Source: an optimization exercise on an open RTL-to-GDS flow (aim: a short achievable clock period and few clock cycles). Production flows keep margins and buffers that such runs may drop.
Only simulation tests tie the RTL to the original design; equivalence was not proved.
Power is estimated from default activity; no workload was simulated.

--- flow/design.v ---
module nibble_core (
    input  wire         clk,
    input  wire         rst_n,         
    input  wire         cmd_valid,
    output wire         cmd_ready,
    input  wire [127:0] cmd_word,
    output wire         done,
    output wire [2:0]   result,
    output reg          vram_req,
    output reg          vram_we,
    output reg  [15:0]  vram_addr,
    output reg  [7:0]   vram_wdata,
    input  wire         vram_gnt,
    input  wire [7:0]   vram_rdata,
    output reg          text_req,
    output reg  [15:0]  text_addr,
    input  wire         text_gnt,
    input  wire [7:0]   text_rdata,
    output reg          font_req,
    output reg  [8:0]   font_addr,
    input  wire         font_gnt,
    input  wire [7:0]   font_rdata
);
    localparam W   = 320;
    localparam H   = 240;
    localparam RB  = 160;
    localparam SBC = 38400;
    localparam OP_SETADDR    = 8'h01;
    localparam OP_SETSTEP    = 8'h02;
    localparam OP_WRBYTE     = 8'h03;
    localparam OP_RMW        = 8'h04;
    localparam OP_CLEAR      = 8'h10;
    localparam OP_SETPIXEL   = 8'h11;
    localparam OP_DRAWLINE   = 8'h20;
    localparam OP_DRAWGLYPH  = 8'h30;
    localparam OP_DRAWSTRING = 8'h31;
    localparam E_OK    = 3'd0;
    localparam E_ADDR  = 3'd1;
    localparam E_GEOM  = 3'd2;
    localparam E_CHAR  = 3'd3;
    localparam E_COLOR = 3'd4;
    localparam E_STEP  = 3'd5;
    localparam E_ILL   = 3'd6;
    localparam M_FILL = 2'd0;   
    localparam M_RMW  = 2'd1;
    localparam M_GLY  = 2'd2;
    reg [15:0]  ADDR;
    reg         STEP;
    reg         addr_oor;            
    reg         busy;                
    reg         dec;                 
    reg         done_q;              
    reg [2:0]   result_q;
    wire        done_now;            
    wire        dec_fin;             
    wire [2:0]  dec_res;
    reg         last_pend;           
    assign done      = done_q;
    assign cmd_ready = !busy;
    assign result    = result_q;
    wire accept = cmd_valid && cmd_ready;
    reg [127:0] cw;
    wire [15:0] c_x   = cmd_word[23:8];
    wire [15:0] c_y   = cmd_word[39:24];
    wire [15:0] c_x1  = cmd_word[55:40];
    wire [15:0] c_y1  = cmd_word[71:56];
    reg  [8:0]  q_op;                
    reg         zA, zB, zC, zD, zE, zF, zG;    
    reg         q_xoor, q_yoor, q_x1oor, q_y1oor, q_vert, q_horz;
    reg         q_px_col, q_ln_col, q_gl_oor, q_gl_col, q_cl_col, q_sa_oor;
    reg         pd_sxok;    
    reg [15:0]  yc, yc1, ysc;        
    reg [7:0]   q_hnk, q_vnr;
    always @(posedge clk) begin
        cw       <= cmd_word;
        q_op     <= {cmd_word[7:0] == OP_DRAWSTRING, cmd_word[7:0] == OP_DRAWGLYPH,
                     cmd_word[7:0] == OP_DRAWLINE,   cmd_word[7:0] == OP_SETPIXEL,
                     cmd_word[7:0] == OP_CLEAR,      cmd_word[7:0] == OP_RMW,
                     cmd_word[7:0] == OP_WRBYTE,     cmd_word[7:0] == OP_SETSTEP,
                     cmd_word[7:0] == OP_SETADDR};
        zA       <= (cmd_word[127:120] == 0);
        zB       <= (cmd_word[119:80]  == 0);
        zC       <= (cmd_word[79:72]   == 0);
        zD       <= (cmd_word[71:48]   == 0);
        zE       <= (cmd_word[47:24]   == 0);
        zF       <= (cmd_word[23:16]   == 0);
        zG       <= (cmd_word[15:9]    == 0);
        q_xoor   <= (c_x >= W);
        q_yoor   <= (c_y >= H);
        q_x1oor  <= (c_x1 >= W);
        q_y1oor  <= (c_y1 >= H);
        q_vert   <= (c_x == c_x1) && (c_y <= c_y1);
        q_horz   <= (c_y == c_y1) && (c_x < c_x1);
        q_px_col <= (cmd_word[47:44] != 4'd0);
        q_ln_col <= (cmd_word[79:76] != 4'd0);
        q_gl_oor <= (c_x > W - 8) || (c_y > H - 8);
        q_gl_col <= (cmd_word[47:44] != 4'd0) || (cmd_word[55:52] != 4'd0);
        q_cl_col <= (cmd_word[15:12] != 4'd0);
        q_sa_oor <= (c_x >= SBC);
        pd_sxok  <= (cmd_word[39:24] <= W - 8) && (cmd_word[55:40] <= H - 8);
        q_hnk    <= cmd_word[48:41] - cmd_word[16:9];
        q_vnr    <= cmd_word[63:56] - cmd_word[31:24];
        yc       <= {1'b0, cmd_word[31:24], 7'd0} + {3'd0, cmd_word[31:24], 5'd0} + {8'd0, cmd_word[16:9]};
        yc1      <= {1'b0, cmd_word[63:56], 7'd0} + {3'd0, cmd_word[63:56], 5'd0} + {8'd0, cmd_word[48:41]};
        ysc      <= {1'b0, cmd_word[47:40], 7'd0} + {3'd0, cmd_word[47:40], 5'd0} + {8'd0, cmd_word[32:25]};
    end
    wire z120 = zA;
    wire z80  = z120 && zB;
    wire z72  = z80 && zC;
    wire z48  = z72 && zD;
    wire z24  = z48 && zE;
    wire z16  = z24 && zF;
    wire z9   = z16 && zG;
    wire c_setaddr = q_op[0] && z24;
    wire c_setstep = q_op[1] && z9;
    wire c_wrbyte  = q_op[2] && z16;
    wire c_rmw     = q_op[3] && z24;
    wire c_clear   = q_op[4] && z16;
    wire c_pixel   = q_op[5] && z48;
    wire c_line    = q_op[6] && z80;
    wire c_glyph   = q_op[7] && z120;
    wire c_string  = q_op[8] && z72;
    wire c_legal   = c_setaddr | c_setstep | c_wrbyte | c_rmw | c_clear |
                     c_pixel | c_line | c_glyph | c_string;
    wire c_pxoor   = q_xoor || q_yoor;
    wire c_ln_oor  = q_xoor || q_yoor || q_x1oor || q_y1oor;
    wire c_bad_px  = c_pixel && (c_pxoor || q_px_col);
    wire c_bad_ln  = c_line && (c_ln_oor || !(q_vert || q_horz) || q_ln_col);
    wire c_bad_gl  = c_glyph && (q_gl_oor || q_gl_col);
    wire c_r_addr  = (c_setaddr && q_sa_oor) || (c_pixel && c_pxoor) ||
                     (c_line && c_ln_oor) || (c_glyph && q_gl_oor);
    wire c_r_geom  = c_line && !c_ln_oor && !(q_vert || q_horz);
    wire c_r_col   = (c_clear && q_cl_col) || (c_pixel && !c_pxoor && q_px_col) ||
                     (c_line && !c_ln_oor && (q_vert || q_horz) && q_ln_col) ||
                     (c_glyph && !q_gl_oor && q_gl_col);
    wire       pd_fin = !c_legal || c_setaddr || c_setstep || (c_clear && q_cl_col) ||
                        c_bad_px || c_bad_ln || c_bad_gl;
    wire [2:0] pd_res = {!c_legal || c_r_col, !c_legal || c_r_geom, c_r_addr};
    wire pd_setaddr = c_setaddr && !q_sa_oor;
    wire pd_setstep = c_setstep;
    wire pd_wrbyte  = c_wrbyte;
    wire pd_rmw     = c_rmw;
    wire pd_clear   = c_clear;
    wire pd_pixel   = c_pixel;
    wire pd_vline   = c_line && q_vert;
    wire pd_hline   = c_line && !q_vert;
    wire pd_glyph   = c_glyph;
    wire pd_string  = c_string;
    wire [15:0] d_x   = cw[23:8];
    wire [15:0] d_y   = cw[39:24];
    wire [15:0] d_x1  = cw[55:40];
    wire [15:0] d_y1  = cw[71:56];
    wire [15:0] d_sx  = cw[39:24];
    wire [15:0] d_sy  = cw[55:40];
    wire [15:0] d_a0  = yc;
    wire [15:0] d_a0p = yc + 16'd1;
    wire [15:0] d_a0q = yc + 16'd2;
    wire [15:0] d_a1  = yc1;
    wire [15:0] d_a0r = yc + RB;
    wire [15:0] d_sa0 = ysc;
    wire [15:0] d_sa0r= ysc + RB;
    wire [15:0] d_ga4 = yc + 16'd4;
    wire [7:0]  d_hnk = q_hnk;       
    wire [7:0]  d_vnr = q_vnr;       
    wire [3:0]  d_gfg = cw[43:40];
    wire [3:0]  d_gbg = cw[51:48];
    wire [8:0]  d_sroom9 = 9'd312 - d_sx[8:0];
    wire [5:0]  d_sroom  = pd_sxok ? (d_sroom9[8:3] + 6'd1) : 6'd0;
    assign dec_fin = pd_fin || (pd_wrbyte && addr_oor) || (pd_rmw && (addr_oor || STEP));
    wire   dec_go  = !dec_fin;
    wire k_wrbyte = q_op[2];
    wire k_rmw    = q_op[3];
    wire k_clear  = q_op[4];
    wire k_pixel  = q_op[5];
    wire k_vline  = q_op[6] && q_vert;
    wire k_hline  = q_op[6] && !q_vert;
    wire k_glyph  = q_op[7];
    wire k_string = q_op[8];
    assign dec_res = pd_fin ? pd_res : (addr_oor ? E_ADDR : E_STEP);
    reg         run;                 
    reg [1:0]   mode;
    reg         upd_addr;            
    reg [7:0]   fill;
    reg [7:0]   rmw_m, rmw_v;
    reg         head_p, tail_p;      
    reg         xodd;                
    reg [3:0]   fg, bg;
    reg [63:0]  G0, G1;              
    reg [7:0]   gv0, gv1;            
    reg [1:0]   buf_free;            
    reg [7:0]   pcol7;               
    reg         p_valid;
    reg [15:0]  p_addr, p_rowaddr, p_charbase;
    reg [7:0]   p_k, nk_last;
    reg [7:0]   p_r, nr_last;
    reg [5:0]   p_i, ni_last;
    reg         p_tail;
    reg         w_go;                
    reg         q0v, q1v;
    reg [35:0]  q0, q1;
    wire        o_valid = q0v;
    wire [15:0] o_addr  = q0[35:20];
    wire        o_part  = q0[19];
    wire [7:0]  o_keep  = q0[18:11];
    wire [7:0]  o_nd    = q0[10:3];
    wire        o_gly   = q0[2];
    wire        o_hb    = q0[1];
    wire        o_lb    = q0[0];
    reg [15:0]  r_addr;              
    reg [7:0]   r_cnt;               
    reg         r_col;               
    reg         has_b;               
    reg [7:0]   nr;                  
    reg [15:0]  tb_addr;             
    reg         b_ok;                
    reg         b_arm;               
    reg [3:0]   occ;                 
    reg [7:0]   fd [0:7];
    reg [2:0]   f_wp, f_rp;
    reg [3:0]   f_cnt;
    reg         rd_cap_q;
    reg         sc_active;
    reg         tcap_q;
    reg [5:0]   sc_n;
    reg [5:0]   sc_room;
    reg         sc_first;            
    reg         sc_colbad;
    reg [5:0]   codes [0:39];
    reg         sc_n_ok;
    reg [5:0]   f_char;
    reg [2:0]   f_row;
    reg         f_busy;
    reg         fo_buf;  reg [2:0] fo_row;
    reg         fcap_q;
    reg         fcap_buf; reg [2:0] fcap_row;
    wire [63:0] gbuf   = p_i[0] ? G1 : G0;
    reg  [7:0]  p_rsel;              
    reg  [7:0]  grow0, grow1;
    integer     jr;
    always @(*) begin
        grow0 = 8'd0; grow1 = 8'd0;
        for (jr = 0; jr < 8; jr = jr + 1) begin
            grow0 = grow0 | ({8{p_rsel[jr]}} & G0[8*jr +: 8]);
            grow1 = grow1 | ({8{p_rsel[jr]}} & G1[8*jr +: 8]);
        end
    end
    wire [7:0]  grow   = p_i[0] ? grow1 : grow0;
    wire        grow_v = p_i[0] ? |(p_rsel & gv1) : |(p_rsel & gv0);
    wire        pc     = |(p_rsel & pcol7);
    wire [8:0]  erow   = {pc, grow};
    reg         hb, lb;
    always @(*) begin
        case ({xodd, p_k[1:0]})
            3'b000: begin hb = erow[7]; lb = erow[6]; end
            3'b001: begin hb = erow[5]; lb = erow[4]; end
            3'b010: begin hb = erow[3]; lb = erow[2]; end
            3'b011: begin hb = erow[1]; lb = erow[0]; end
            3'b100: begin hb = erow[8]; lb = erow[7]; end
            3'b101: begin hb = erow[6]; lb = erow[5]; end
            3'b110: begin hb = erow[4]; lb = erow[3]; end
            default: begin hb = erow[2]; lb = erow[1]; end
        endcase
    end
    reg  p_k0;                      
    reg  p_i0;                      
    reg  p_li;                      
    wire p_first_k = p_k0;
    reg  p_lk;                      
    reg  p_lr;                      
    wire p_last_k  = p_lk;
    wire p_last_r  = p_lr;
    wire p_last_i  = p_li;
    reg        p_part;
    reg [7:0]  p_keep, p_nd;
    reg        p_gate;
    always @(*) begin
        p_part = 1'b0; p_keep = 8'h00; p_nd = fill; p_gate = 1'b1;
        case (mode)
            M_FILL: begin
                if (p_first_k && head_p) begin
                    p_part = 1'b1; p_keep = 8'hF0; p_nd = {4'h0, fill[3:0]};
                end else if (p_last_k && tail_p) begin
                    p_part = 1'b1; p_keep = 8'h0F; p_nd = {fill[7:4], 4'h0};
                end
            end
            M_RMW: begin
                p_part = 1'b1; p_keep = ~rmw_m; p_nd = rmw_v;
            end
            default: begin
                if (p_tail) begin
                    p_part = 1'b1; p_keep = 8'h0F;
                end else begin
                    p_gate = grow_v;
                    if (xodd && p_i0 && p_first_k) begin
                        p_part = 1'b1; p_keep = 8'hF0;
                    end else begin
                        p_nd = 8'h00;    
                    end
                end
            end
        endcase
    end
    wire [7:0]  o_data = o_gly ? ({o_hb ? fg : bg, o_lb ? fg : bg} & ~o_keep) : o_nd;
    wire        fifo_avail = (f_cnt != 4'd0) || rd_cap_q;
    wire [7:0]  fifo_head  = (f_cnt != 4'd0) ? fd[f_rp] : vram_rdata;
    wire r_ready   = (r_cnt != 8'd0) && (!r_col || b_ok) && !occ[3];
    wire w_ready   = o_valid && w_go && (!o_part || fifo_avail);
    wire port_free = !vram_req || vram_gnt;
    wire do_r = port_free && r_ready;
    wire do_w = port_free && !r_ready && w_ready;
    wire pop  = do_w && o_part;
    wire ld   = p_valid && p_gate && !(q0v && q1v);
    wire [35:0] p_op = {p_addr, p_part, p_keep, p_nd, mode == M_GLY, p_tail ? pc : hb, lb};
    assign done_now  = last_pend && vram_gnt;
    wire font_free = !font_req || font_gnt;
    wire [7:0] tc = text_rdata;
    wire       tc_zero = (tc == 8'd0);
    wire       tc_ok   = (tc[7:5] == 3'b001) || (tc[7:5] == 3'b010);
    wire       sc_now  = sc_active && tcap_q;
    reg  [5:0] f_navail;            
    reg  [5:0] cur_code;
    reg        code_ok;
    wire f_can     = sc_n_ok && (f_busy || ((f_navail != 6'd0) && buf_free[f_char[0]] && code_ok));
    reg  f_inc;                     
    wire f_dec     = font_free && f_can && (f_row == 3'd7);
    integer j;
    always @(posedge clk) begin
        if (!rst_n) begin
            busy <= 1'b0; dec <= 1'b0; done_q <= 1'b0; result_q <= E_OK; last_pend <= 1'b0;
            b_arm <= 1'b0; f_inc <= 1'b0;
            ADDR <= 16'd0; STEP <= 1'b0; addr_oor <= 1'b0;
            run <= 1'b0; p_valid <= 1'b0; q0v <= 1'b0; q1v <= 1'b0; w_go <= 1'b0;
            r_cnt <= 8'd0; occ <= 4'd0;
            vram_req <= 1'b0; vram_we <= 1'b0;
            text_req <= 1'b0; font_req <= 1'b0;
            rd_cap_q <= 1'b0; tcap_q <= 1'b0; fcap_q <= 1'b0;
            f_cnt <= 4'd0; f_wp <= 3'd0; f_rp <= 3'd0;
            sc_active <= 1'b0; sc_n_ok <= 1'b0; f_busy <= 1'b0;
            gv0 <= 8'd0; gv1 <= 8'd0; buf_free <= 2'b11;
            upd_addr <= 1'b0;
        end else begin
            done_q <= 1'b0;
            rd_cap_q <= vram_req && vram_gnt && !vram_we;
            if (rd_cap_q) begin
                fd[f_wp] <= vram_rdata;
                f_wp <= f_wp + 3'd1;
            end
            if (rd_cap_q && !pop)      f_cnt <= f_cnt + 4'd1;
            else if (!rd_cap_q && pop) f_cnt <= f_cnt - 4'd1;
            if (pop) f_rp <= f_rp + 3'd1;
            if (do_r && !pop)      occ <= occ + 4'd1;
            else if (!do_r && pop) occ <= occ - 4'd1;
            if (port_free) vram_req <= 1'b0;
            if (do_w)          last_pend <= !p_valid && !q1v;
            else if (vram_gnt) last_pend <= 1'b0;
            if (do_r) begin
                vram_req  <= 1'b1;
                vram_we   <= 1'b0;
                vram_addr <= r_addr;
                if (r_cnt == 8'd1 && !r_col && has_b) begin
                    r_col  <= 1'b1;
                    r_cnt  <= nr;
                    r_addr <= tb_addr;
                end else begin
                    r_cnt  <= r_cnt - 8'd1;
                    r_addr <= r_addr + RB;
                end
            end else if (do_w) begin
                vram_req   <= 1'b1;
                vram_we    <= 1'b1;
                vram_addr  <= o_addr;
                vram_wdata <= o_part ? ((fifo_head & o_keep) | o_data) : o_data;
            end
            if (do_w) begin
                q0  <= q1v ? q1 : p_op;
                q0v <= q1v || ld;
                q1  <= p_op;
                q1v <= q1v && ld;
            end else begin
                if (!q0v) q0 <= p_op;
                else if (!q1v) q1 <= p_op;
                q0v <= q0v || ld;
                q1v <= q1v || (q0v && ld);
            end
            if (ld) begin
                if (!p_last_k) begin
                    p_k    <= p_k + 8'd1;
                    p_k0   <= 1'b0;
                    p_lk   <= (p_k + 8'd1 == nk_last);
                    p_addr <= p_addr + 16'd1;
                end else if (!p_last_r) begin
                    p_k       <= 8'd0;
                    p_k0      <= 1'b1;
                    p_lk      <= (nk_last == 8'd0);
                    p_r       <= p_r + 8'd1;
                    p_lr      <= (p_r + 8'd1 == nr_last);
                    p_rsel    <= {p_rsel[6:0], p_rsel[7]};
                    p_rowaddr <= p_rowaddr + RB;
                    p_addr    <= p_rowaddr + RB;
                end else if (mode == M_GLY && !p_tail && (!p_last_i || xodd)) begin
                    p_k <= 8'd0;
                    p_k0 <= 1'b1;
                    p_lk <= 1'b0;
                    p_r <= 8'd0;
                    p_lr <= 1'b0;
                    p_rsel <= 8'd1;
                    for (j = 0; j < 8; j = j + 1) pcol7[j] <= gbuf[8*j];
                    if (p_i[0]) begin gv1 <= 8'd0; buf_free[1] <= 1'b1; end
                    else        begin gv0 <= 8'd0; buf_free[0] <= 1'b1; end
                    p_charbase <= p_charbase + 16'd4;
                    p_rowaddr  <= p_charbase + 16'd4;
                    p_addr     <= p_charbase + 16'd4;
                    if (!p_last_i) begin
                        p_i <= p_i + 6'd1;
                        p_i0 <= 1'b0;
                        p_li <= (p_i + 6'd1 == ni_last);
                    end else begin
                        p_tail  <= 1'b1;
                        nk_last <= 8'd0;
                        p_lk    <= 1'b1;
                    end
                end else begin
                    p_valid <= 1'b0;
                end
            end
            if (done_now) begin
                done_q <= 1'b1;
                if (upd_addr) begin
                    ADDR     <= vram_addr;
                    STEP     <= 1'b0;
                    addr_oor <= 1'b0;
                end
                run  <= 1'b0;
                busy <= 1'b0;
                sc_n_ok <= 1'b0;
            end
            fcap_q   <= font_req && font_gnt;
            fcap_buf <= fo_buf;
            fcap_row <= fo_row;
            for (j = 0; j < 8; j = j + 1) begin
                if (fcap_q && fcap_buf && fcap_row == j) begin
                    G1[8*j +: 8] <= font_rdata;
                    gv1[j] <= 1'b1;
                end
                if (fcap_q && !fcap_buf && fcap_row == j) begin
                    G0[8*j +: 8] <= font_rdata;
                    gv0[j] <= 1'b1;
                end
            end
            cur_code <= codes[f_char];
            code_ok  <= 1'b1;
            if (font_free) begin
                font_req <= 1'b0;
                if (f_can) begin
                    font_req  <= 1'b1;
                    font_addr <= {cur_code, f_row};
                    fo_buf    <= f_char[0];
                    fo_row    <= f_row;
                    f_row     <= f_row + 3'd1;
                    if (f_row == 3'd0) buf_free[f_char[0]] <= 1'b0;
                    f_busy    <= (f_row != 3'd7);
                    if (f_row == 3'd7) f_char <= f_char + 6'd1;
                    if (f_row == 3'd7) code_ok <= 1'b0;
                end
            end
            if (sc_now) sc_first <= 1'b0;
            if (sc_now && sc_first && !tc_zero && !font_req) begin
                font_req    <= 1'b1;
                font_addr   <= {~tc[5], tc[4:0], 3'd0};
                cur_code    <= {~tc[5], tc[4:0]};
                fo_buf      <= 1'b0;
                fo_row      <= 3'd0;
                f_row       <= 3'd1;
                f_busy      <= 1'b1;
                buf_free[0] <= 1'b0;
            end
            if (f_inc && !f_dec)      f_navail <= f_navail + 6'd1;
            else if (!f_inc && f_dec) f_navail <= f_navail - 6'd1;
            f_inc    <= sc_now && !tc_zero;
            b_arm    <= 1'b0;
            if (b_arm) begin
                b_ok <= 1'b1;
                if (r_col) r_addr <= tb_addr;
            end
            tcap_q <= text_req && text_gnt;
            if (text_req && text_gnt) text_addr <= text_addr + 16'd1;
            if (sc_now) codes[sc_n] <= {~tc[5], tc[4:0]};
            if (sc_now) begin
                if (tc_zero) begin
                    sc_active <= 1'b0;
                    text_req  <= 1'b0;
                    if (sc_colbad || sc_n == 6'd0) begin
                        done_q   <= 1'b1;
                        result_q <= sc_colbad ? E_COLOR : E_OK;
                        busy     <= 1'b0;
                        run      <= 1'b0;
                        p_valid  <= 1'b0;
                        q0v      <= 1'b0;
                        q1v      <= 1'b0;
                        r_cnt    <= 8'd0;
                        vram_req <= 1'b0;
                        font_req <= 1'b0;
                        sc_n_ok  <= 1'b0;
                    end else begin
                        w_go    <= 1'b1;
                        ni_last <= sc_n - 6'd1;
                        p_li    <= (sc_n == 6'd1);
                        b_arm   <= 1'b1;
                    end
                end else if (sc_room == 6'd0 || !tc_ok) begin
                    sc_active <= 1'b0;
                    text_req  <= 1'b0;
                    done_q    <= 1'b1;
                    result_q  <= (sc_room == 6'd0) ? E_ADDR : E_CHAR;
                    busy      <= 1'b0;
                    run       <= 1'b0;
                    p_valid   <= 1'b0;
                    q0v       <= 1'b0;
                    q1v       <= 1'b0;
                    r_cnt     <= 8'd0;
                    vram_req  <= 1'b0;
                    font_req  <= 1'b0;
                    sc_n_ok   <= 1'b0;
                end else begin
                    sc_n    <= sc_n + 6'd1;
                    sc_room <= sc_room - 6'd1;
                    tb_addr <= tb_addr + 16'd4;
                end
            end
            if (dec) begin
                busy      <= dec_go;
                run       <= dec_go;
                done_q    <= !dec_go;
                result_q  <= dec_go ? E_OK : dec_res;
                p_valid   <= 1'b0;
                q0v       <= 1'b0;
                q1v       <= 1'b0;
                r_cnt     <= 8'd0;
                occ       <= 4'd0;
                last_pend <= 1'b0;
                font_req  <= 1'b0; fcap_q <= 1'b0; sc_n_ok <= 1'b0;
                if (pd_setaddr) begin
                    ADDR <= cw[23:8]; addr_oor <= 1'b0;
                end
                if (pd_setstep) STEP <= cw[8];
                if (dec_go) begin
                    if (k_wrbyte) begin
                        vram_req  <= 1'b1;
                        last_pend <= 1'b1;
                        ADDR      <= ADDR + {15'd0, STEP};
                        addr_oor  <= STEP && (ADDR == SBC - 1);
                    end
                    if (k_rmw) begin
                        p_valid <= 1'b1;
                        vram_req <= 1'b1; occ <= 4'd1;
                    end
                    if (k_clear) begin
                        p_valid <= 1'b1;
                        ADDR <= SBC; STEP <= 1'b1; addr_oor <= 1'b1;
                    end
                    if (k_pixel) begin
                        p_valid <= 1'b1;
                        vram_req <= 1'b1; occ <= 4'd1;
                        ADDR <= d_a0; STEP <= 1'b0; addr_oor <= 1'b0;
                    end
                    if (k_vline) begin
                        p_valid <= 1'b1;
                        vram_req <= 1'b1; occ <= 4'd1;
                        r_cnt <= d_vnr;
                        ADDR <= d_a1; STEP <= 1'b0; addr_oor <= 1'b0;
                    end
                    if (k_hline) begin
                        ADDR <= d_a1; STEP <= 1'b0; addr_oor <= 1'b0;
                        if (d_x[0]) begin
                            vram_req <= 1'b1; occ <= 4'd1;
                            p_valid <= 1'b1;
                            r_cnt <= !d_x1[0] ? 8'd1 : 8'd0;
                        end else if (d_x1[0]) begin
                            vram_req <= 1'b1;
                            q0v <= (d_hnk != 8'd0);
                            last_pend <= (d_hnk == 8'd0);
                            p_valid <= (d_hnk[7:1] != 7'd0);
                        end else begin
                            p_valid <= 1'b1;
                            r_cnt <= 8'd1;
                        end
                    end
                    if (k_glyph) begin
                        p_valid <= 1'b1;
                        vram_req <= 1'b1;
                        if (d_x[0]) begin
                            occ <= 4'd1; r_cnt <= 8'd7;
                        end else begin
                            q0v <= 1'b1;
                        end
                    end
                    if (k_string) begin
                        p_valid <= 1'b1;
                        if (d_sx[0] && pd_sxok) begin
                            vram_req <= 1'b1; occ <= 4'd1; r_cnt <= 8'd7;
                        end
                        sc_active <= 1'b1;
                        sc_n_ok   <= 1'b1;
                    end
                end
                f_cnt <= 4'd0; f_wp <= 3'd0; f_rp <= 3'd0;
                p_k <= 8'd0; p_r <= 8'd0; p_i <= 6'd0; p_tail <= 1'b0; p_rsel <= 8'd1;
                p_k0 <= 1'b1; p_i0 <= 1'b1; p_li <= 1'b1;
                p_lk <= 1'b1; p_lr <= 1'b1;
                ni_last <= 6'd0;
                r_col <= 1'b0; has_b <= 1'b0; b_ok <= 1'b1;
                head_p <= 1'b0; tail_p <= 1'b0;
                upd_addr <= 1'b0;
                w_go <= 1'b1;
                vram_we <= 1'b0;
                if (k_wrbyte) begin
                    vram_we <= 1'b1; vram_addr <= ADDR; vram_wdata <= cw[15:8];
                end
                if (k_rmw) begin
                    mode <= M_RMW; rmw_m <= cw[15:8]; rmw_v <= cw[23:16];
                    p_addr <= ADDR;
                    nk_last <= 8'd0; nr_last <= 8'd0;
                    vram_addr <= ADDR;
                end
                if (k_clear) begin
                    mode <= M_FILL; fill <= {cw[11:8], cw[11:8]};
                    p_addr <= 16'd0; p_rowaddr <= 16'd0;
                    nk_last <= RB - 1; nr_last <= H - 1;
                    p_lk <= 1'b0; p_lr <= 1'b0;
                end
                if (k_pixel) begin
                    mode <= M_FILL; fill <= {cw[43:40], cw[43:40]};
                    p_addr <= d_a0; p_rowaddr <= d_a0;
                    nk_last <= 8'd0; nr_last <= 8'd0;
                    head_p <= d_x[0]; tail_p <= !d_x[0];
                    vram_addr <= d_a0;
                end
                if (k_vline) begin
                    mode <= M_FILL; fill <= {cw[75:72], cw[75:72]};
                    p_addr <= d_a0; p_rowaddr <= d_a0;
                    nk_last <= 8'd0; nr_last <= d_vnr;
                    p_lr <= (d_vnr == 8'd0);
                    head_p <= d_x[0]; tail_p <= !d_x[0];
                    vram_addr <= d_a0;
                    r_addr <= d_a0r;
                end
                if (k_hline) begin
                    mode <= M_FILL; fill <= {cw[75:72], cw[75:72]};
                    nk_last <= d_hnk; nr_last <= 8'd0;
                    p_lk <= (!d_x[0] && d_x1[0]) ? (d_hnk == 8'd2) : (d_hnk == 8'd0);
                    head_p <= d_x[0]; tail_p <= !d_x1[0];
                    tb_addr <= d_a1;
                    r_col <= 1'b1; r_addr <= d_a1;
                    vram_addr <= d_a0;
                    vram_we <= !d_x[0] && d_x1[0];
                    vram_wdata <= {cw[75:72], cw[75:72]};
                    q0 <= {d_a0p, 1'b0, 8'h00, cw[75:72], cw[75:72], 3'b000};
                    if (!d_x[0] && d_x1[0]) begin
                        p_k <= 8'd2; p_k0 <= 1'b0; p_addr <= d_a0q; p_rowaddr <= d_a0;
                    end else begin
                        p_addr <= d_a0; p_rowaddr <= d_a0;
                    end
                end
                if (k_glyph) begin
                    mode <= M_GLY; xodd <= d_x[0]; upd_addr <= 1'b1;
                    fg <= d_gfg; bg <= d_gbg;
                    G0 <= cw[119:56]; gv0 <= 8'hFF; gv1 <= 8'h00;
                    p_rowaddr <= d_a0; p_charbase <= d_a0;
                    nk_last <= 8'd3; nr_last <= 8'd7;
                    p_lk <= 1'b0; p_lr <= 1'b0;
                    tb_addr <= d_ga4; nr <= 8'd8;
                    vram_we <= !d_x[0]; vram_addr <= d_a0;
                    vram_wdata <= {cw[63] ? d_gfg : d_gbg, cw[62] ? d_gfg : d_gbg};
                    q0 <= {d_a0p, 1'b0, 8'h00, 8'h00, 1'b1, cw[61], cw[60]};
                    r_addr <= d_a0r;
                    has_b <= d_x[0];
                    if (d_x[0]) begin
                        p_addr <= d_a0;
                    end else begin
                        p_k <= 8'd2; p_k0 <= 1'b0; p_addr <= d_a0q;
                    end
                end
                if (k_string) begin
                    mode <= M_GLY; xodd <= d_sx[0]; upd_addr <= 1'b1;
                    fg <= cw[59:56]; bg <= cw[67:64];
                    gv0 <= 8'h00; gv1 <= 8'h00; buf_free <= 2'b11;
                    w_go <= 1'b0; b_ok <= 1'b0;
                    p_addr <= d_sa0; p_rowaddr <= d_sa0; p_charbase <= d_sa0;
                    nk_last <= 8'd3; nr_last <= 8'd7;
                    p_lk <= 1'b0; p_lr <= 1'b0;
                    tb_addr <= d_sa0; nr <= 8'd8;
                    vram_addr <= d_sa0;
                    r_addr <= d_sa0r;
                    has_b <= d_sx[0] && pd_sxok;
                    sc_n      <= 6'd0;
                    sc_first  <= 1'b1;
                    sc_room   <= d_sroom;
                    sc_colbad <= (cw[63:60] != 4'd0) || (cw[71:68] != 4'd0);
                    f_char    <= 6'd0;
                    f_row     <= 3'd0;
                    f_busy    <= 1'b0;
                    f_navail  <= 6'd0;
                    f_inc     <= 1'b0;
                end
            end
            if (dec && !(k_string && dec_go)) text_req <= 1'b0;
            dec <= accept;
            if (accept) begin
                busy <= 1'b1;
                if (cmd_word[7:0] == OP_DRAWSTRING) begin
                    text_req  <= 1'b1;
                    text_addr <= cmd_word[23:8];
                end
            end
        end
    end
endmodule
--- flow/constraint.sdc ---
create_clock -name core_clock -period 6.5 [get_ports {clk}]
set_input_delay 1.3000 -clock core_clock [delete_from_list [all_inputs] [get_ports {clk}]]
set_output_delay 1.3000 -clock core_clock [all_outputs]
set_load 0.01 [all_outputs]
--- flow/run.sh ---
#!/bin/bash
# synth_recipe.tcl (not shown) runs the flow's synth.tcl, then flattens the netlist and writes it again
# the make line also repeats each setting of config.mk as NAME=value (left out here)
make -C /OpenROAD-flow-scripts/flow DESIGN_CONFIG=/design/flow/config.mk WORK_HOME=/design/flow/orfs CLKGATE_MAP_FILE= SYNTH_SCRIPT=/design/flow/synth_recipe.tcl finish
--- flow/config.mk ---
export PLATFORM = sky130hd
export DESIGN_NAME = nibble_core
export DESIGN_NICKNAME = nibble_core
export VERILOG_FILES = /design/flow/design.v
export SDC_FILE = /design/flow/constraint.sdc
export NUM_CORES = 4
export LEC_CHECK = 0
export ABC_CLOCK_PERIOD_IN_PS = 2400
export CAP_MARGIN = 20
export CORE_MARGIN = 2
export CORE_UTILIZATION = 40
export SETUP_SLACK_MARGIN = 4.2
export SLEW_MARGIN = 20
==> results.cfg, run 1 <==
[placement]
gp_routability_congestion = 0.988
io_buffers = 215
dpl.cell_count = 6595
hpwlAfterDp_mm = 134

[synthesis]
synth_top_cell_by_area = edfxtp_1
synth.most_common_cell = edfxtp_1
synth_ff_type = edfxtp_1
synth-seq-cells = 1044
synth.avg_cell_area_um2 = 10.9
yosysWarningCount = 1
postSynthCellCount = 4832
synth_edf_count = 776
ys_seq_area_frac = 0.543
synth_top_area_frac = 0.442
synth_nets = 5132
yosys-top-cells-count = 776 x edfxtp_1, 597 x nand2_1, 412 x nor2_1
synth_area_mm2 = 0.0528
ys_types = 100
async_flop_share = 0
synth.area.top_cells = edfxtp_1 44%, dfxtp_1 10%, nand2_1 4.2%, mux4_2 3.8%, o21ai_0 3.2%

[sta]
rsz0062_at_grt = true
hold_viol_final = 0
setup_violations = 0
fmax_ghz = 0.355
worstMarginPinSlew_ns = 1.06
period_minus_slack_ns = 2.82
clock_skew_ns = 0.0883
fin_hold_ws_ns = 0.476
drv_slew = 0
final.setup.tns_ns = 0
period_share = 0.433
timing.max_slew.rel_slack = 0.288

[drt]
first_iter_violations = 6704
ant_nets = 0
num_vias = 45800
routed_wl_mm = 214
vias_per_cell = 6.25
dr.pass1.iters = 8
wl_per_cell_um = 29.2
drc = 0

[worst_setup_path]
critPathMaxFanout = 3
worstPathRequired_ns = 7.19
regToRegSetupSlack_ns = 3.68
slowest_stage = nor4_4
cp_slowest_stage_delay_ns = 0.38
crit_path_end_kind = register
crit_start = r_cnt[5]
cp.depth = 14
critPathTopFamily = simple AND/OR/NAND/NOR gates
cp_cell_sequence = nor4_4, a311oi_4, buf_6, nor3_4, buf_8, nand2_8, ha_4, inv_4, ha_1, a21o_1, a21oi_2, xnor2_2, or3_1, a21oi_2
r2r_start = r_cnt[5]
cp-start-kind = register
rr_endpoint = f_cnt[3]
r2r_cells = 14
critPathCapture = f_cnt[3]
worst_ep_arrival_time_ns = 3.51
critPathKind = reg -> reg
crit_buf_inv = 3
cp_common_cell = a21oi_2

[floorplan]
die_w_um = 367
ios = 216
design.core.area_mm2 = 0.131
start_util = 0.402
rows = 133
dieArea_mm2 = 0.135
die_h_um = 367

[cells_and_area]
synthToLayoutAreaGrowth_pct = 36.0
drive_gt1_frac = 0.330
fin_nets = 5765
stdcell_count = 7327
fillers = 11000

[power_and_ir_drop]
p_leak_uw = 0.0261
power_density_mw_per_mm2 = 264
ir_drop_mv = 0.249

[clocking]
cts_hold_buffers = 0
clock_latency_ns = 0.77
htree_levels = 3
cts_made_buffers = 113
cts-root-buf = clkbuf_16
cts_tree = yes
clkSinkCount = 1044
clockBufferDepth = 3
clk_pin_slew_worst_paths_ns = 0.06

[flow_run]
cap_violations = 0

[global_routing]
gr-usage-all-layers = 0.301
grt.overflow.total = 0
grt_pass1_wl_mm = 300
antenna_found_initial = 20
grt_max_degree = 126
grt_pass1_vias = 43300

[worst_hold_path]
min_path_type = reg -> reg

[outcome]
status = no timing/DRC/antenna violations
==> final cells by class <==
class / count / area [µm²] / share of cell area
clock buffers: 154 / 3270 / 0.0456
flip-flops and latches: 1044 / 28800 / 0.401
repair buffers: 797 / 8740 / 0.122
inverters: 122 / 554 / 0.00773
clock inverters: 60 / 741 / 0.0103
well taps: 1755 / 2200 / 0.0306
repair inverters: 3 / 33.8 / 0.000471
multi-input cells: 3384 / 27400 / 0.382
diodes: 8 / 20.0 / 0.000279
==> through the flow <==
step	total power (µW)	setup WS [ns]	util	cell area, µm²
after global routing	19300	3.61	0.547	71700
after global placement	10600	1.89	0.442	58000
final	18900	3.68	0.547	71700
after CTS	18300	3.67	0.522	68500
after detailed placement	10600	1.81	0.443	58000
after floorplan	9570	3.39	-	54500
==> how the worst min path moves through the flow <==
stage	cells past startpoint	end	startpoint	slack, ns
floorplan	0	fcap_buf	fo_buf	0.40
global placement	0	fcap_buf	fo_buf	0.43
detailed placement	0	fcap_buf	fo_buf	0.43
CTS	2	register	f_rp[1]	0.48
global route	2	sc_active	sc_active	0.49
finish	0	fcap_buf	fo_buf	0.48
==> flip-flops by register name, summed over array words and instances (netlist names), 9 cells and up, named ones only <==
signal / cells
fd: 64
p_addr: 16
p_charbase: 16
p_rowaddr: 16
font_addr: 9
codes: 240
vram_addr: 16
yc: 16
ADDR: 16
G0: 64
q1: 36
ysc: 16
cw: 84
yc1: 16
q0: 36
q_op: 9
G1: 64
tb_addr: 16
r_addr: 16
text_addr: 16
==> cell families after synthesis <==
logic type	after synthesis	synth area share
AOI/OAI and AO/OA	1138	0.139
buffers and inverters	421	0.0318
and+or+nand+nor	1556	0.134
xor gates and xnor gates	249	0.0413
adders and majority gates	142	0.0351
DFF	1044	0.543
muxes	282	0.0756
==> per-layer routing <==
layer | global-route usage | vias up | share of wire
li1 | - | 19400 | -
met1 | 0.408 | 22300 | 0.38
met2 | 0.439 | 3286 | 0.42
met3 | 0.0842 | 803 | 0.13
met4 | 0.152 | 12 | 0.061
met5 | 0 | - | 0.00039
==> power breakdown <==
| part | internal [µW] | switching [µW] |
|---|---|---|
| clock network | 4000 | 2930 |
| registers | 7530 | 441 |
| logic | 1810 | 2210 |
| total | 13300 | 5590 |
==> timing repair <==
| item | in CTS | in global routing |
|---|---|---|
| cloned | 47 | 11 |
| setup endpoints to repair | 779 | 596 |
| resized for setup | 1221 | 460 |
| pin swaps | 248 | 250 |
| setup buffers | 320 | 132 |
==> cell usage in the layout (no fill, tap or decap), types with 32 or more instances in the layout <==
cell               n
edfxtp_1         776
nand2_1          456
buf_4            334
nor2_1           297
dfxtp_1          229
o21ai_0          192
a21oi_1          180
mux2i_1          148
buf_6            141
clkbuf_16        128
xnor2_1          113
nand3_1          110
o21ai_1          106
xor2_1            98
inv_1             95
nor2_4            92
mux4_2            89
ha_1              89
buf_12            81
clkdlybuf4s50_1   79
nand2_2           73
a21oi_2           60
nand2_4           59
nand4_1           54
a22oi_1           51
o22ai_1           51
nor3_1            49
buf_2             49
ha_4              41
nor4_1            34
o21ai_2           33
a31oi_1           32
Testbench counts, summed over its fixed seeds: cycles 105,496.
==> run 2, diff against run 1 <==
--- a/flow/config.mk
+++ b/flow/config.mk
@@ -6,8 +6,8 @@
 export NUM_CORES = 4
 export LEC_CHECK = 0
-export ABC_CLOCK_PERIOD_IN_PS = 2400
+export ABC_CLOCK_PERIOD_IN_PS = 2200
 export CAP_MARGIN = 20
 export CORE_MARGIN = 2
 export CORE_UTILIZATION = 40
-export SETUP_SLACK_MARGIN = 4.2
+export SETUP_SLACK_MARGIN = 4.5
 export SLEW_MARGIN = 20
==> run 2 against run 1 <==
Against the previous run: critical endpoint is now vram_addr[2]; clock skew fell by 0.0044 ns; non-clock buffer count up 142; highest routed layer unchanged; still clean; setup slack got worse by 0.050 ns; worst hold slack improved by 0.0013 ns; first-iteration DRC count is 6.4% lower; combinational power rose by 1%.
==> results.cfg, run 2 <==
[worst_setup_path]
critPathKind = reg -> out
worst_ep_arrival_time_ns = 1.57
worstPathRequired_ns = 5.20
slowest_stage = edfxtp_1
cp_slowest_stage_delay_ns = 0.56
regToRegSetupSlack_ns = 3.66
cp-start-kind = register
critPathTopFamily = flip-flops
critPathMaxFanout = 2
cp_cell_sequence = buf_2
crit_buf_inv = 1
crit_path_end_kind = primary output

[global_routing]
grt_pass1_vias = 44100
grt_pass1_wl_mm = 307
antenna_found_initial = 21
grt_max_degree = 72
grt.overflow.total = 0
gr-usage-all-layers = 0.307

[cells_and_area]
synthToLayoutAreaGrowth_pct = 40.8
fin_nets = 5907
fillers = 10800
regMostFlops = codes
largestRegisters = codes x240, cw x84
drive_gt1_frac = 0.369
largest_reg_flops = 240
final_cell_mix = 776 x edfxtp_1, 430 x nand2_1, 390 x buf_4
final_common_cell = edfxtp_1

[synthesis]
yosys-top-cells-count = 776 x edfxtp_1, 597 x nand2_1, 412 x nor2_1
synth_nets = 5132
synthXorXnorAreaFrac = 0.0413
synthMuxAreaShare = 0.0756
synth-compound-area-share = 0.139
synth.area.top_cells = edfxtp_1 44%, dfxtp_1 10%, nand2_1 4.2%, mux4_2 3.8%, o21ai_0 3.2%
synth_top_cell_by_area = edfxtp_1
synth-simple-area-share = 0.134
synth_edf_count = 776
synth_ff_type = edfxtp_1
ys_seq_area_frac = 0.543
synth.most_common_cell = edfxtp_1
synthAdderAreaFrac = 0.0351
ys_types = 100
yosysWarningCount = 1
async_flop_share = 0
synth_top_family_by_area = compound AO/OA/AOI/OAI gates
synth_top_area_frac = 0.442
synth.avg_cell_area_um2 = 10.9
synth_area_mm2 = 0.0528
synth-seq-cells = 1044
postSynthCellCount = 4832

[drt]
vias_per_cell = 6.23
dr.pass1.iters = 8
met1Wirelength_mm = 83.4
met2_wirelength_mm = 93.5
routed_wl_mm = 218
ant_nets = 0
wl_per_cell_um = 29.2
num_vias = 46500
wl_met3_mm = 27.9
first_iter_violations = 6278
dr.max_layer_used = met5
drc = 0

[placement]
gp_routability_congestion = 1.00
hpwlAfterDp_mm = 134
io_buffers = 215

[clocking]
clk_pin_slew_worst_paths_ns = 0.06
cts_hold_buffers = 0
clockBufferDepth = 3
clkSinkCount = 1044
htree_levels = 3
cts-root-buf = clkbuf_16
cts_made_buffers = 114
clock_latency_ns = 0.80
cts_tree = yes

[sta]
hold_viol_final = 0
drv_slew = 0
setup_violations = 0
clock_skew_ns = 0.0839
rsz0062_at_grt = true
period_minus_slack_ns = 2.87
timing.max_slew.rel_slack = 0.392
fmax_ghz = 0.349
period_share = 0.441
worstMarginPinSlew_ns = 0.912
final.setup.tns_ns = 0

[outcome]
status = no timing/DRC/antenna violations

[floorplan]
start_util = 0.402
ios = 216
rows = 133
design.core.area_mm2 = 0.131
die_h_um = 367
die_w_um = 367
dieArea_mm2 = 0.135

[power_and_ir_drop]
switching_share = 0.297
ir_drop_mv = 0.227
p_leak_uw = 0.0273
seqPwrFrac = 0.419
p_clk_frac = 0.367
power_uw = 19100
pwr-share-comb = 0.214
p_switching_uw = 5660
p_int_uw = 13400
power_density_mw_per_mm2 = 257

[worst_hold_path]
min_path_type = reg -> reg

[flow_run]
cap_violations = 0
[run 2: changes by cell type in the layout (fill, tap and decap cells not counted), moves of 14 or more]
cell | previous run | this run
clkdlybuf4s50_1 | 79 | 53
buf_4 | 334 | 390
buf_16 | 20 | 34
buf_12 | 81 | 95
nor2_1 | 297 | 283
buf_6 | 141 | 201
nand2_4 | 59 | 73
nand2_1 | 456 | 430
[run 2: what timing repair did]
item | 4_1_cts | 5_1_grt
gates resized for setup | 1377 | 542
cloned | 61 | 8
setup buffers | 417 | 170
endpoints found under the setup margin | 1183 | 762
pin swaps | 301 | 298
[run 2: cells by family after synthesis]
group	count (synthesis)
and+or+nand+nor	1556
muxes	282
DFF	1044
buffers and inverters	421
xor gates and xnor gates	249
adders and majority gates	142
AOI/OAI and AO/OA	1138
[run 2: through the flow]
step	std cells	instance area [µm²]	setup slack [ns]	hold WS [ns]	util
after floorplan	4832	55100	3.39	0.400	-
after global placement	6589	58400	1.83	0.457	0.446
after global routing	7463	74300	3.62	0.491	0.566
final	7470	74300	3.63	0.477	0.567
after detailed placement	6590	58400	1.83	0.451	0.446
after CTS	7285	70500	3.63	0.482	0.538
[run 2: per-layer routing]
layer | GRT usage | up-vias
met1 | 0.407 | 22800
met4 | 0.143 | 26
met5 | 0 | -
met3 | 0.100 | 786
met2 | 0.455 | 3196
li1 | - | 19700
[run 2: final cells by class]
type | count | area (µm²) | share of cell area
clock inverter | 72 | 890 | 0.0120
clock buffer | 145 | 3160 | 0.0426
timing repair inverter | 3 | 33.8 | 0.000455
multi-input combinational | 3383 | 28100 | 0.379
sequential | 1044 | 28800 | 0.387
tap | 1755 | 2200 | 0.0296
timing repair buffer | 939 | 10500 | 0.141
antenna | 7 | 17.5 | 0.000236
inverter | 122 | 593 | 0.00798
[run 2: path summary, 6_finish.rpt]
kind,end,depth (start not counted),startpoint
setup / recovery,vram_addr[2],1,vram_addr[2]
hold / removal,fcap_buf,0,fo_buf
setup reg to reg,vram_addr[15],13,r_cnt[4]
hold reg to reg,fcap_buf,0,fo_buf
[run 2: power by group through the flow]
stage | registers (µW) | logic (µW) | clock network (µW)
floorplan | 7890 | 1710 | 0
global placement | 8160 | 2440 | 0
detailed placement | 8150 | 2470 | 0
CTS | 7940 | 3500 | 7020
global route | 7990 | 4230 | 7290
finish | 7990 | 4080 | 6990

==> static timing again, ports no longer ideal <==
In the flow no input, the clock included, has a driving cell. The finished layouts below were timed again as built, in two steps.
Step 1 assumes that a clkbuf_16 drives the clock port and a buf_2 every other input.
Step 2 also shifts input and output timing later by t, the mid clock arrival at the registers, as if the neighbouring blocks saw the same clock.
Three values: no drivers, after step 1, after step 2; two values: the first two.
run	t (ns)	setup slack, ns	worst hold slack (ns)	worst setup path after step 2	slew at the worst register clock pin (ns)
run 1	0.821	3.685 / 3.612 / 3.077	0.476 / 0.476 / 0.476	input to register	0.07 / 0.07
run 2	0.832	3.635 / 3.557 / 3.012	0.477 / 0.477 / 0.477	input to register	0.07 / 0.07
After both steps setup and hold are still met in every run listed. For run 2, which loses most, drivers alone change the setup slack by -0.078 ns; drivers and shift together by -0.623 ns.
